What follows belongs to an exercise in optimizing a design on an open flow for small area, a short achievable clock period and few clock cycles per item; a production flow would make more cautious choices. Function was checked by simulation only, so behaviour that the tests miss may differ from the original. Power figures rest on the tool's default switching activity, not on a simulated workload.

build 91:
## ina3221_rcu
module ina3221_rcu #(
    parameter [6:0] DEV_ADDR = 7'h40
) (
    input  wire        clk,
    input  wire        rst,
    input  wire        cmd_valid,
    output wire        cmd_ready,
    input  wire [47:0] cmd,
    output wire        rsp_valid,
    input  wire        rsp_ready,
    output wire [79:0] rsp,
    output wire        tr_req_valid,
    output wire        tr_req_write,
    output wire [6:0]  tr_req_dev,
    output wire [7:0]  tr_req_reg,
    output wire [15:0] tr_req_wdata,
    input  wire        tr_ans_valid,
    input  wire        tr_ans_ok,
    input  wire [15:0] tr_ans_rdata,
    input  wire [7:0]  tr_ans_err,
    input  wire        pin_pv,
    input  wire        pin_crit,
    input  wire        pin_warn,
    input  wire        pin_tc,
    input  wire [15:0] shunt_r_mohm,
    output wire        inited_o,
    output wire [15:0] cfg_cache_o
);
For scale: ~1600 cells after synthesis, roughly 140 flip-flops, ~230 I/O pins.
==> flow/config.mk <==
export PLATFORM = sky130hd
export DESIGN_NAME = ina3221_rcu
export DESIGN_NICKNAME = ina3221_rcu
export VERILOG_FILES = /design/flow/design.v
export SDC_FILE = /design/flow/constraint.sdc
export NUM_CORES = 4
export LEC_CHECK = 0
export ABC_AREA = 1
export CAP_MARGIN = 20
export CORE_MARGIN = 2
export CORE_UTILIZATION = 40
export PLACE_DENSITY = 0.6
export SETUP_SLACK_MARGIN = 5
export SLEW_MARGIN = 20
==> flow/constraint.sdc <==
create_clock -name core_clock -period 9.0 [get_ports {clk}]
set_input_delay 1.8000 -clock core_clock [delete_from_list [all_inputs] [get_ports {clk}]]
set_output_delay 1.8000 -clock core_clock [all_outputs]
set_load 0.01 [all_outputs]
standard.sh (not shown) runs the stock make flow with config.mk's settings and CLKGATE_MAP_FILE= SYNTH_SCRIPT=/design/flow/synth_recipe.tcl, a recipe that flattens the netlist after the stock synthesis.
==> flow/flow/run.sh <==
#!/bin/bash
# The standard layout (standard.sh), with every port buffered by the
# platform's smallest buffer (sky130_fd_sc_hd__buf_1) and repair_timing
# aiming for a setup slack of 5.5 ns. The tool output goes to standard.log.
set -euo pipefail
export BUFFER_PORTS_ARGS="-buffer_cell sky130_fd_sc_hd__buf_1"
sed 's/SETUP_SLACK_MARGIN=[0-9.]*/SETUP_SLACK_MARGIN=5.5/' standard.sh > standard_flow.sh
bash standard_flow.sh > standard.log 2>&1
Testbench counts of build 91, summed over its fixed seeds: cycles 30,295, ops 3,200.
What build 51 does differently from build 91 at the input level:
==> flow/flow/run.sh <==
#!/bin/bash
# The standard layout (standard.sh), with every port buffered by the
# platform's smallest buffer (sky130_fd_sc_hd__buf_1) and repair_timing
# aiming for a setup slack of 4.5 ns. The tool output goes to standard.log.
set -euo pipefail
export BUFFER_PORTS_ARGS="-buffer_cell sky130_fd_sc_hd__buf_1"
sed 's/SETUP_SLACK_MARGIN=[0-9.]*/SETUP_SLACK_MARGIN=4.5/' standard.sh > standard_flow.sh
bash standard_flow.sh > standard.log 2>&1
## What came out
Build 51 finished every step from synthesis to the final layout, and the layout passed the timing, design-rule and antenna checks. Taking build 91 as the reference, in build 51 worst-case setup margin in the final layout went down by 0.53 ns, total routing usage reported by global routing shrank by 3.7 points, maximum fanout along the worst path fell 2, cell count along the critical path now smaller.
The following lists how build 57 was set up differently from build 51:
- swapping 40 for 70 in CORE_UTILIZATION
- swapping 0.6 for 0.85 in PLACE_DENSITY
==> flow/run.sh (new file) <==
#!/bin/bash
# synth_recipe.tcl (not shown) runs the flow's synth.tcl, then flattens the netlist and writes it again
# the make line also repeats each setting of config.mk as NAME=value (left out here)
make -C /OpenROAD-flow-scripts/flow DESIGN_CONFIG=/design/flow/config.mk WORK_HOME=/design/flow/orfs CLKGATE_MAP_FILE= SYNTH_SCRIPT=/design/flow/synth_recipe.tcl finish
removed: flow/flow/run.sh
removed: flow/standard.sh
## What came out
Build 57: aborted in 5_1_grt (tool error)
Build 57 vs. build 51: row count dropped 25%, minimum setup slack after placement lost 0.26 ns.
On horizontal die dimension, the higher figure sits with build 51, not build 57.
| quantity of gates resized following cts | higher: build 57 |
#### Input delta (build 55 over build 57)
- swapping 70 for 40 in CORE_UTILIZATION
- swapping 0.85 for 0.6 in PLACE_DENSITY
Notes after the runs:
On part of the Yosys area used for sequential elements, build 57 and build 55 are neck and neck.
Taking build 57 as the reference, in build 55 basic-gate share of the synthesized area counting and, or, nand and nor cells flat, global placer's final weighted congestion down 0.24.
The final layout from build 55, which completed every stage, passed the timing, design-rule and antenna checks at the end of the flow.
Edits applied to the flow inputs when going from build 55 to build 42:
==> flow/flow/run.sh (new file) <==
#!/bin/bash
# The standard layout (standard.sh), with every port buffered by the
# platform's smallest buffer (sky130_fd_sc_hd__buf_1) instead of the delay
# buffer ORFS's buffer_ports picks by default, and gate resizing not held
# to the same cell footprint. The tool output goes to standard.log here.
set -euo pipefail
export BUFFER_PORTS_ARGS="-buffer_cell sky130_fd_sc_hd__buf_1"
sed 's/ SETUP_SLACK_MARGIN=/ MATCH_CELL_FOOTPRINT=0 SETUP_SLACK_MARGIN=/' standard.sh > standard_flow.sh
grep -q MATCH_CELL_FOOTPRINT=0 standard_flow.sh
bash standard_flow.sh > standard.log 2>&1
==> flow/standard.sh (new file) <==
#!/bin/bash
# synth_recipe.tcl (not shown) runs the flow's synth.tcl, then flattens the netlist and writes it again
# the make line also repeats each setting of config.mk as NAME=value (left out here)
make -C /OpenROAD-flow-scripts/flow DESIGN_CONFIG=/design/flow/config.mk WORK_HOME=/design/flow/orfs CLKGATE_MAP_FILE= SYNTH_SCRIPT=/design/flow/synth_recipe.tcl "${@:-finish}"
removed: flow/run.sh
Results
- Build 42 vs. build 55: critical path depth saw an increase; worst hold slack went up 0.0050 ns.
- Compared with build 55, build 42 shows a higher clock power share.
- Setup slack: build 42 vs build 55 up 0.056 ns
- Build 55 → build 42: cell area dropped about 11%; final worst-path cycle share dropped 0.62 points; final cell count without fillers dropped about 1.5%; share of cells above drive strength 1 dropped 3.1 points.
- Layout-stage area growth over the synthesis result (higher): build 55
- Compared with build 55, build 42 shows standard cell area after detailed placement lower by 9.3%.
- Looking at multi-input combinational cell area, build 42 sits 1.7% lower than build 55 does.

========
Setup of run A:
Another version of the RTL of ina3221_rcu (not shown whole).
Size in the first run: ~2000 cells after synthesis, roughly 230 I/O pins, about 14000 µm² of cells after synthesis.
## ina3221_rcu
module ina3221_rcu #(
    parameter [6:0] DEV_ADDR = 7'h40
) (
    input  wire        clk,
    input  wire        rst,
    input  wire        cmd_valid,
    output wire        cmd_ready,
    input  wire [47:0] cmd,
    output wire        rsp_valid,
    input  wire        rsp_ready,
    output wire [79:0] rsp,
    output wire        tr_req_valid,
    output wire        tr_req_write,
    output wire [6:0]  tr_req_dev,
    output wire [7:0]  tr_req_reg,
    output wire [15:0] tr_req_wdata,
    input  wire        tr_ans_valid,
    input  wire        tr_ans_ok,
    input  wire [15:0] tr_ans_rdata,
    input  wire [7:0]  tr_ans_err,
    input  wire        pin_pv,
    input  wire        pin_crit,
    input  wire        pin_warn,
    input  wire        pin_tc,
    input  wire [15:0] shunt_r_mohm,
    output wire        inited_o,
    output wire [15:0] cfg_cache_o
);
    wire [7:0]  c_op   = cmd[47:40];
    wire [7:0]  c_sel  = cmd[39:32];
    wire [31:0] c_arg  = cmd[31:0];
    wire [15:0] c_word = cmd[15:0];
    wire c_ch_ok = (c_sel == 8'd1) || (c_sel == 8'd2) || (c_sel == 8'd3);
    localparam [1:0] K_WORD = 2'd0, K_S16 = 2'd1, K_X5 = 2'd2, K_FLAG = 2'd3;
    reg       d_legal, d_init, d_chan, d_local, d_write, d_curr;
    reg       d_set, d_set40, d_sum;
  ...
clock: 9.0 ns
lec_check: 0
abc_area: 1
cap_margin: 20
core_margin: 2
core_utilization: 40
place_density: 0.6
setup_slack_margin: 5
slew_margin: 20
==> flow/flow/run.sh <==
#!/bin/bash
# The standard layout with a tighter repair target: repair_timing aims
# for a setup slack of MARGIN ns at the design's clock period.
set -euo pipefail
MARGIN=6
sed "s/SETUP_SLACK_MARGIN=[0-9.]*/SETUP_SLACK_MARGIN=$MARGIN/" standard.sh > standard_margin.sh
bash standard_margin.sh > standard.log 2>&1
Run A completed end to end with timing, DRC and antenna clean.
Testbench counts of run A, summed over its fixed seeds: cycles 30,378, ops 3,200.
--- input diff run A..run B ---
==> flow/run.sh (new file) <==
#!/bin/bash
# synth_recipe.tcl (not shown) runs the flow's synth.tcl, then flattens the netlist and writes it again
# the make line also repeats each setting of config.mk as NAME=value (left out here)
make -C /OpenROAD-flow-scripts/flow DESIGN_CONFIG=/design/flow/config.mk WORK_HOME=/design/flow/orfs CLKGATE_MAP_FILE= SYNTH_SCRIPT=/design/flow/synth_recipe.tcl finish
-- flow/config.mk --
<<< run A, line 11
export CORE_UTILIZATION = 40
export PLACE_DENSITY = 0.6
export SETUP_SLACK_MARGIN = 5
export SLEW_MARGIN = 20
>>> run B, line 11
export CORE_UTILIZATION = 40
export PLACE_DENSITY = 0.6
export SLEW_MARGIN = 20
removed: flow/flow/run.sh
removed: flow/standard.sh
Findings:
- No stage failed in run A, and the final checks on the layout all came back clean.
- In summary, run B completed successfully, with a layout that passed the timing, design-rule and antenna checks.
- For run B, the group drawing the most power was registers, unlike run A, where it was combinational logic.
- Diff run A -> run B: sequential cell fraction of total power grew by 4.9 points, critical path depth moved up, first-pass GRT wire length down about 8%, area occupied by registers ~0 delta, placed standard-cell area shows a reduction of 0.78%.
- Diff run A -> run B: length of routed met2 wiring went down 15%, share of total power in combinational logic went down 7.7 points, clock transition at the registers of the reported paths held, global routing usage on met3 went down 1.4 points.
- Multi-input gate area in the final layout: run B vs run A down about 19%
Edits applied to the flow inputs when going from run B to run C:
-- flow/config.mk --
<<< run B, line 11
export CORE_UTILIZATION = 40
export PLACE_DENSITY = 0.6
export SLEW_MARGIN = 20
>>> run C, line 11
export CORE_UTILIZATION = 40
export PLACE_DENSITY = 0.6
export SETUP_SLACK_MARGIN = 5
export SLEW_MARGIN = 20
Results
Run C: worst hold slack is 0.0092 ns lower than what run B reported.
The final layout from run C, which completed every stage, passed the timing, design-rule and antenna checks at the end of the flow.
Going from run B to run C, time the final worst path needs with I/O delays and setup fell 1.66 ns, slew of the pin with the lowest slew margin rose 0.033 ns, cell area rose about 7%.
On setup skew after layout, run C and run B are neck and neck.

-- separate check: timing with driven ports --
Ports are ideal in the flow. The routed layouts listed here were re-timed in OpenROAD.
Step 1 assumes that a clkbuf_16 drives the clock port and a buf_2 every other input.
Step 2 also shifts input and output timing later by t, the mid clock arrival at the registers, as if the neighbouring blocks saw the same clock.
Slacks: no drivers / after step 1 / after step 2; pairs: no drivers / after step 1.
run	shift t [ns]	slack for setup (ns)	worst setup path at the end	latest minus earliest clock arrival (ns)	cell pins on the clock port's net
build 91	0.498	5.318 / 5.318 / 4.878	input to register	0.017 / 0.017	1
build 51	0.483	4.784 / 4.797 / 4.314	input to register	0.016 / 0.016	1
build 55	0.483	5.026 / 4.989 / 4.572	input to register	0.015 / 0.015	1
build 42	0.477	5.082 / 5.102 / 4.631	input to register	0.017 / 0.017	1
run A	0.514	4.913 / 4.930 / 4.416	input to register	0.020 / 0.020	1
run B	0.512	3.291 / 3.301 / 2.789	input to register	0.017 / 0.018	1
run C	0.514	4.955 / 4.928 / 4.415	input to register	0.019 / 0.019	1
After both steps setup and hold are still met in every run listed. For run C, which loses most, drivers alone change the setup slack by -0.027 ns; drivers and shift together by -0.540 ns.
